From an optimization exercise on the open Yosys and OpenROAD flow, aimed at small area, a short achievable clock period and few clock cycles; shortcuts taken in it are not production practice.
Where RTL was checked, it was by simulation tests only, not by an equivalence proof against the original.
Power figures rest on the tool's default switching activity, not on a simulated workload.

==> run a <==
// hall_engine
module hall_engine (
    input  wire        clk,
    input  wire        rst,
    input  wire        ev_valid,
    input  wire [1:0]  ev_kind,       
    input  wire [31:0] ev_cmd,
    output wire        ev_ready,
    output reg         rsp_valid,
    output wire [31:0] rsp_result,
    output wire [7:0]  rsp_status,
    output wire        bus_valid,
    output reg         bus_write,
    output reg  [7:0]  bus_addr,
    output reg  [7:0]  bus_wdata,
    output wire [4:0]  bus_len,
    input  wire        bus_ready,
    input  wire        bus_ack,
    input  wire [23:0] bus_rdata,
    output wire        irq_request,
    input  wire        irq_grant,
    output reg         irq_release,
    output reg         sched_valid,
    output wire [15:0] sched_ms,
    output reg         cancel_valid,
    output reg         pub_valid,
    output wire [1:0]  pub_zone,
    output reg         log_valid,
    output wire [2:0]  log_code,
    output reg         alive,
    output reg         dead
);
export LEC_CHECK = 0
export CAP_MARGIN = 20
export CORE_MARGIN = 2
export CORE_UTILIZATION = 55
export PLACE_DENSITY = 0.68
export SLEW_MARGIN = 20
create_clock -name core_clock -period 10.0 [get_ports {clk}]
standard.sh (not shown) runs the stock make flow with config.mk's settings and CLKGATE_MAP_FILE= SYNTH_SCRIPT=/design/flow/synth_recipe.tcl, a recipe that flattens the netlist after the stock synthesis.
==> flow/flow/run.sh <==
#!/bin/bash
# Layout: the standard flow (standard synthesis unchanged) with plain buffers on the
# ports and a larger setup margin for the resizer's timing repair. Each step's output goes
# to a log of its own.
set -euo pipefail
bash standard.sh synth > synth.log 2>&1
bash standard.sh finish SETUP_SLACK_MARGIN=6.5 "BUFFER_PORTS_ARGS=-buffer_cell sky130_fd_sc_hd__buf_4" > layout.log 2>&1
==> run b (differences from run a) <==
--- a/flow/design.v
+++ b/flow/design.v
@@ -47,11 +47,11 @@
         S_IID   = 5'd4,  S_IPD   = 5'd5,  S_DEAD  = 5'd6,  S_W1    = 5'd7,
         S_MS    = 5'd8,  S_IRQ   = 5'd9,  S_DPEN  = 5'd10, S_DTYPE = 5'd11,
         S_THR   = 5'd12, S_DDET  = 5'd13, S_SPRD  = 5'd14, S_SP2   = 5'd15,
         S_SPTYPE= 5'd16, S_C1    = 5'd17, S_C2    = 5'd18, S_C3    = 5'd19,
         S_CRD   = 5'd20, S_CR0   = 5'd21, S_CRIRQ = 5'd22, S_CR2   = 5'd23,
-        S_CRPD  = 5'd24, S_KWAIT = 5'd25;
+        S_CRPD  = 5'd24, S_KWAIT = 5'd25, S_CRF   = 5'd26;
     localparam [2:0]
         OP_WSTAT = 3'd0, OP_REGRD = 3'd1, OP_CHKID = 3'd2, OP_DISABLE = 3'd3,
         OP_MEAS  = 3'd4, OP_ENABLE = 3'd5, OP_DETINT = 3'd6, OP_WORKER = 3'd7;
     localparam [4:0]
         K_ILLEGAL = 5'd0,  K_ENC = 5'd1, K_DEC = 5'd2, K_CLS = 5'd3, K_UPDTHR = 5'd4,
@@ -97,10 +97,13 @@
     reg        c_ok;             
     reg [3:0]  c_cnt;
     reg [3:0]  d_rem;
     reg [9:0]  samp;             
     reg        samp_v;
+    reg        d_arm;            
+    reg [2:0]  d_cnt;            
+    reg        d_first;
     reg        d_neg;
     assign ev_ready    = rdy;
     assign bus_valid   = breq;
     assign bus_len     = {3'b000, len3, 1'b1};
     assign irq_request = irq_req;
@@ -189,19 +192,18 @@
     wire       type_chg  = (beside == lz_b);
     wire [7:0] type_data = {intsrs[7], ~lz_b, intsrs[5:0]};
     wire        acc_on  = samp_v;
     wire        d_corr  = d_neg & (d_rem != 4'd0);
     wire [15:0] sum_b   = acc_on ? {{6{samp[9]}}, samp} : {15'd0, d_corr};
-    wire        d_first = (c_cnt == 4'd10);
-    wire        d_run   = c_ok & ~samp_v & (c_cnt != 4'd15);
+    wire        d_run   = (d_cnt != 3'd0);
     wire [15:0] sum_add = res + sum_b;
     wire [3:0]  d_rin   = d_first ? (res[15] ? 4'd9 : 4'd0) : d_rem;
     wire [4:0]  d_s2    = dbit(d_rin, res[14]);
     wire [4:0]  d_s1    = dbit(d_s2[3:0], res[13]);
     wire [4:0]  d_s0    = dbit(d_s1[3:0], res[12]);
     wire [6:0]  d_step  = {d_s2[4], d_s1[4], d_s0[4], d_s0[3:0]};
-    wire        d_done  = ~c_ok | (~samp_v & (c_cnt == 4'd15));
+    wire        d_done  = ~d_arm & ~d_run;
     wire [7:0]  e_op  = ev_cmd[31:24];
     wire [7:0]  e_a   = ev_cmd[23:16];
     wire [15:0] e_imm = ev_cmd[15:0];
     wire        a0    = (e_a == 8'h00);
     wire        a01   = (e_a[7:1] == 7'h00);
@@ -336,10 +338,11 @@
             S_SPTYPE: rq_spec = RQ_THR;
             S_C1:     rq_spec = RQ_PD;
             S_C2:     rq_spec = RQ_C40;
             S_C3:     rq_spec = RQ_SAMP;
             S_CRD:    rq_spec = (c_cnt == 4'd9) ? RQ_CRI : RQ_SAMP;
+            S_CRF:    rq_spec = RQ_CRI;
             S_CR0:    rq_spec = RQ_CRO;
             S_CRIRQ:  rq_spec = RQ_CRO;
             S_CR2:    rq_spec = RQ_CRPD;
             default:  rq_spec = RQ_SAMP;
         endcase
@@ -524,15 +527,14 @@
                 default:    finish(FR_CMD, c_st);
             endcase
         end
     endtask
     wire bus_done = breq & bus_ready;
-    wire cal_step = (state == S_C1) | (state == S_C2) | (state == S_C3) | (state == S_CRD);
-    wire cal_fail = cal_step & (~bus_ack | ((state == S_CRD) & ~bus_rdata[0]));
     wire ok       = bus_ack;
     always @(posedge clk) begin
         pd_kind <= ev_kind;
+        samp    <= s10;
         pd_k    <= e_k;
         pd_a    <= e_a;
         pd_imm  <= e_imm;
         if (rst) begin
             opf           <= 8'h00;
@@ -555,10 +557,12 @@
             irq_req       <= 1'b0;
             pd_valid      <= 1'b0;
             thr_k         <= 3'd0;
             c_ok          <= 1'b0;
             samp_v        <= 1'b0;
+            d_arm         <= 1'b0;
+            d_cnt         <= 3'd0;
             rsp_valid     <= 1'b0;
             irq_release   <= 1'b0;
             sched_valid   <= 1'b0;
             cancel_valid  <= 1'b0;
             pub_valid     <= 1'b0;
@@ -582,12 +586,16 @@
                     if (bus_addr == ADDR_INTSRS) intsrs <= bus_wdata;
                 end
             end
             samp_v <= 1'b0;
             if (samp_v) res <= sum_add;
+            if (samp_v && d_arm) begin
+                d_arm <= 1'b0; d_cnt <= 3'd5; d_first <= 1'b1;
+            end
             if (d_run) begin
-                c_cnt   <= c_cnt + 4'd1;
+                d_cnt   <= d_cnt - 3'd1;
+                d_first <= 1'b0;
                 if (d_first) d_neg <= res[15];
                 res[14:0] <= {res[11:0], d_step[6:4]};
                 d_rem   <= d_step[3:0];
             end
             case (state)
@@ -702,35 +710,36 @@
                     thr_k <= 3'd1; thr_sp <= 1'b1;
                     issue(RQ_THR, S_THR);
                 end
             end
             S_C1: if (bus_ready) begin
-                if (!ok) begin c_fail <= 1'b1; start_cr; end
+                if (!ok) begin c_fail <= 1'b1; state <= S_CRF; end
                 else issue(RQ_PD, S_C2);
             end
             S_C2: if (bus_ready) begin
-                if (!ok) begin c_fail <= 1'b1; start_cr; end
+                if (!ok) begin c_fail <= 1'b1; state <= S_CRF; end
                 else issue(RQ_C40, S_C3);
             end
             S_C3: if (bus_ready) begin
-                if (!ok) begin c_fail <= 1'b1; start_cr; end
+                if (!ok) begin c_fail <= 1'b1; state <= S_CRF; end
                 else begin
                     c_cnt <= 4'd0; res <= 16'h0;
                     issue(RQ_SAMP, S_CRD);
                 end
             end
             S_CRD: if (bus_ready) begin
-                if (!ok || !drdy) begin c_fail <= 1'b1; start_cr; end
+                if (!ok || !drdy) begin c_fail <= 1'b1; state <= S_CRF; end
                 else begin
-                    samp <= s10; samp_v <= 1'b1;
+                    samp_v <= 1'b1;
                     c_cnt <= c_cnt + 4'd1;
                     if (c_cnt == 4'd9) begin
-                        c_ok <= 1'b1;
+                        c_ok <= 1'b1; d_arm <= 1'b1;
                         start_cr;
                     end else issue(RQ_SAMP, S_CRD);
                 end
             end
+            S_CRF: start_cr;
             S_CR0: if (bus_ready) begin
                 if (!ok) c_fail <= 1'b1;
                 if (s_was) begin irq_req <= 1'b1; state <= S_CRIRQ; end
                 else issue(RQ_CRO, S_CR2);
             end
@@ -752,12 +761,11 @@
             end
             S_KWAIT: kfin(c_fail);
             default: state <= S_IDLE;
             endcase
             if (!breq || bus_ready) begin
-                if (cal_fail) {bus_write, len3, bus_addr, bus_wdata} <= gen(RQ_CRI);
-                else          {bus_write, len3, bus_addr, bus_wdata} <= gen(rq_spec);
+                {bus_write, len3, bus_addr, bus_wdata} <= gen(rq_spec);
                 tw <= (rq_spec == RQ_TYPE);
             end
             if (iss_c) breq <= 1'b1;
             if (fin_c) begin
                 case (fr_c)
==> flow/flow/run.sh (replaced) <==
#!/bin/bash
# Layout: the standard flow (standard synthesis unchanged) with plain buffers on the
# ports and a larger setup margin for the resizer's timing repair. Each step's output goes
# to a log of its own.
set -euo pipefail
bash standard.sh synth > synth.log 2>&1
bash standard.sh finish SETUP_SLACK_MARGIN=6.5 "BUFFER_PORTS_ARGS=-buffer_cell sky130_fd_sc_hd__buf_1" > layout.log 2>&1
- CORE_UTILIZATION: 55 -> 40
- PLACE_DENSITY: 0.68 -> 0.7
==> run c (differences from run a) <==
--- a/flow/design.v
+++ b/flow/design.v
@@ -47,11 +47,11 @@
         S_IID   = 5'd4,  S_IPD   = 5'd5,  S_DEAD  = 5'd6,  S_W1    = 5'd7,
         S_MS    = 5'd8,  S_IRQ   = 5'd9,  S_DPEN  = 5'd10, S_DTYPE = 5'd11,
         S_THR   = 5'd12, S_DDET  = 5'd13, S_SPRD  = 5'd14, S_SP2   = 5'd15,
         S_SPTYPE= 5'd16, S_C1    = 5'd17, S_C2    = 5'd18, S_C3    = 5'd19,
         S_CRD   = 5'd20, S_CR0   = 5'd21, S_CRIRQ = 5'd22, S_CR2   = 5'd23,
-        S_CRPD  = 5'd24, S_KWAIT = 5'd25;
+        S_CRPD  = 5'd24, S_KWAIT = 5'd25, S_CRF   = 5'd26;
     localparam [2:0]
         OP_WSTAT = 3'd0, OP_REGRD = 3'd1, OP_CHKID = 3'd2, OP_DISABLE = 3'd3,
         OP_MEAS  = 3'd4, OP_ENABLE = 3'd5, OP_DETINT = 3'd6, OP_WORKER = 3'd7;
     localparam [4:0]
         K_ILLEGAL = 5'd0,  K_ENC = 5'd1, K_DEC = 5'd2, K_CLS = 5'd3, K_UPDTHR = 5'd4,
@@ -248,21 +248,14 @@
             8'h53: if (a01 && i0) e_k = K_GETSHADOW;
             default: e_k = K_ILLEGAL;
         endcase
     end
     wire signed [15:0] p_simm = pd_imm;
-    wire e_hi10 = ~pd_imm[15] &  (|pd_imm[14:9]);
-    wire e_lo10 =  pd_imm[15] & ~(&pd_imm[14:9]);
-    wire e_hi8  = ~pd_imm[15] &  (|pd_imm[14:7]);
-    wire e_lo8  =  pd_imm[15] & ~(&pd_imm[14:7]);
-    wire [9:0] e_c = pd_a[0] ? (e_hi10 ? 10'h1FF : e_lo10 ? 10'h200 : pd_imm[9:0])
-                             : (e_hi8  ? 10'h07F : e_lo8  ? 10'h380 : pd_imm[9:0]);
-    wire [15:0] p_enc = {pd_a[0] & e_c[9], pd_a[0] & e_c[8], 6'b000000, e_c[7:0]};
+    wire [15:0] p_enc = encode(pd_a[0], {{2{p_simm[15]}}, p_simm});
     wire [15:0] p_dec = pd_a[0] ? {{6{pd_imm[15]}}, pd_imm[15], pd_imm[14], pd_imm[7:0]}
                                 : {{8{pd_imm[7]}}, pd_imm[7:0]};
-    wire        dly_lo = ~(|pd_imm[15:4]) & ~(pd_imm[3] & (pd_imm[2] | pd_imm[1]));   
-    wire [15:0] p_dly = dly_lo ? DELAY_MIN : pd_imm;
+    wire [15:0] p_dly = (pd_imm < DELAY_MIN) ? DELAY_MIN : pd_imm;
     wire        p_apply_th = (pol_pos == (pd_a[1:0] == 2'd1));
     wire [15:0] p_apply = cal_ref + (p_apply_th ? -16'sd12 : 16'sd12);
     localparam [4:0]
         RQ_SRST = 5'd0,  RQ_ID    = 5'd1,  RQ_PD    = 5'd2,  RQ_MS    = 5'd3,
         RQ_FUSE = 5'd4,  RQ_DP    = 5'd5,  RQ_TYPE  = 5'd6,  RQ_THR   = 5'd7,
@@ -336,10 +329,11 @@
             S_SPTYPE: rq_spec = RQ_THR;
             S_C1:     rq_spec = RQ_PD;
             S_C2:     rq_spec = RQ_C40;
             S_C3:     rq_spec = RQ_SAMP;
             S_CRD:    rq_spec = (c_cnt == 4'd9) ? RQ_CRI : RQ_SAMP;
+            S_CRF:    rq_spec = RQ_CRI;
             S_CR0:    rq_spec = RQ_CRO;
             S_CRIRQ:  rq_spec = RQ_CRO;
             S_CR2:    rq_spec = RQ_CRPD;
             default:  rq_spec = RQ_SAMP;
         endcase
@@ -524,12 +518,10 @@
                 default:    finish(FR_CMD, c_st);
             endcase
         end
     endtask
     wire bus_done = breq & bus_ready;
-    wire cal_step = (state == S_C1) | (state == S_C2) | (state == S_C3) | (state == S_CRD);
-    wire cal_fail = cal_step & (~bus_ack | ((state == S_CRD) & ~bus_rdata[0]));
     wire ok       = bus_ack;
     always @(posedge clk) begin
         pd_kind <= ev_kind;
         pd_k    <= e_k;
         pd_a    <= e_a;
@@ -702,35 +694,36 @@
                     thr_k <= 3'd1; thr_sp <= 1'b1;
                     issue(RQ_THR, S_THR);
                 end
             end
             S_C1: if (bus_ready) begin
-                if (!ok) begin c_fail <= 1'b1; start_cr; end
+                if (!ok) begin c_fail <= 1'b1; state <= S_CRF; end
                 else issue(RQ_PD, S_C2);
             end
             S_C2: if (bus_ready) begin
-                if (!ok) begin c_fail <= 1'b1; start_cr; end
+                if (!ok) begin c_fail <= 1'b1; state <= S_CRF; end
                 else issue(RQ_C40, S_C3);
             end
             S_C3: if (bus_ready) begin
-                if (!ok) begin c_fail <= 1'b1; start_cr; end
+                if (!ok) begin c_fail <= 1'b1; state <= S_CRF; end
                 else begin
                     c_cnt <= 4'd0; res <= 16'h0;
                     issue(RQ_SAMP, S_CRD);
                 end
             end
             S_CRD: if (bus_ready) begin
-                if (!ok || !drdy) begin c_fail <= 1'b1; start_cr; end
+                if (!ok || !drdy) begin c_fail <= 1'b1; state <= S_CRF; end
                 else begin
                     samp <= s10; samp_v <= 1'b1;
                     c_cnt <= c_cnt + 4'd1;
                     if (c_cnt == 4'd9) begin
                         c_ok <= 1'b1;
                         start_cr;
                     end else issue(RQ_SAMP, S_CRD);
                 end
             end
+            S_CRF: start_cr;
             S_CR0: if (bus_ready) begin
                 if (!ok) c_fail <= 1'b1;
                 if (s_was) begin irq_req <= 1'b1; state <= S_CRIRQ; end
                 else issue(RQ_CRO, S_CR2);
             end
@@ -752,12 +745,11 @@
             end
             S_KWAIT: kfin(c_fail);
             default: state <= S_IDLE;
             endcase
             if (!breq || bus_ready) begin
-                if (cal_fail) {bus_write, len3, bus_addr, bus_wdata} <= gen(RQ_CRI);
-                else          {bus_write, len3, bus_addr, bus_wdata} <= gen(rq_spec);
+                {bus_write, len3, bus_addr, bus_wdata} <= gen(rq_spec);
                 tw <= (rq_spec == RQ_TYPE);
             end
             if (iss_c) breq <= 1'b1;
             if (fin_c) begin
                 case (fr_c)
==> flow/flow/run.sh (replaced) <==
#!/bin/bash
# Layout: the standard flow (standard synthesis unchanged) with plain buffers on the
# ports and a larger setup margin for the resizer's timing repair. Each step's output goes
# to a log of its own.
set -euo pipefail
bash standard.sh synth > synth.log 2>&1
bash standard.sh finish SETUP_SLACK_MARGIN=7 "BUFFER_PORTS_ARGS=-buffer_cell sky130_fd_sc_hd__buf_4" > layout.log 2>&1
- CORE_UTILIZATION: 55 -> 40
- PLACE_DENSITY: 0.68 -> unset
==> summary of the runs <==
- The lowest worst hold slack belongs to run b, the highest to run c.
- Via count, highest first: run c, run a, run b.
- In sequential power, run b and run c hardly differ.
- Between run a and run c, the lower count of clock-buffer cells in the layout is in run a (gap 5).
- Flip-flop and latch count: run b is higher than run c (5).
- Worst setup slack, lowest first: run a, run c, run b.
- Of run b and run a, run a has the higher clock power (gap about 6%, measured against run a).
- The lowest combinational power belongs to run b, the highest to run c.
Testbench counts of run b, summed over its fixed seeds: cycles 11,798.
Testbench counts of run c, summed over its fixed seeds: cycles 11,798.
The RTL of run a was laid out without a check of its function.

[re-timing with driven ports]
No port has a modelled driver above. Below, the same layouts with a new extraction and two added sets of constraints. Step 1: set_driving_cell puts a clkbuf_16 on clk and a buf_2 on each other input, an assumption about the parent block. Step 2, shift: input delay + t, output delay - t, t = (earliest + latest rising clock arrival at the registers) / 2. This alone moves slack from input paths to output paths. Three values: no drivers, after step 1, after step 2; two values: the first two.
run	t, ns	slack for setup (ns)	worst setup path after step 2	worst data-port slew with drivers (ns)
run a	0.627	6.242 / 6.242 / 5.684	input to register	0.07
run b	0.605	6.470 / 6.433 / 5.876	input to register	0.06
run c	0.620	6.274 / 6.274 / 5.776	input to register	0.15
After both steps every run listed still meets setup and hold. The setup slack of run b, which loses most, moves by -0.037 ns with the drivers and by -0.594 ns with both steps.
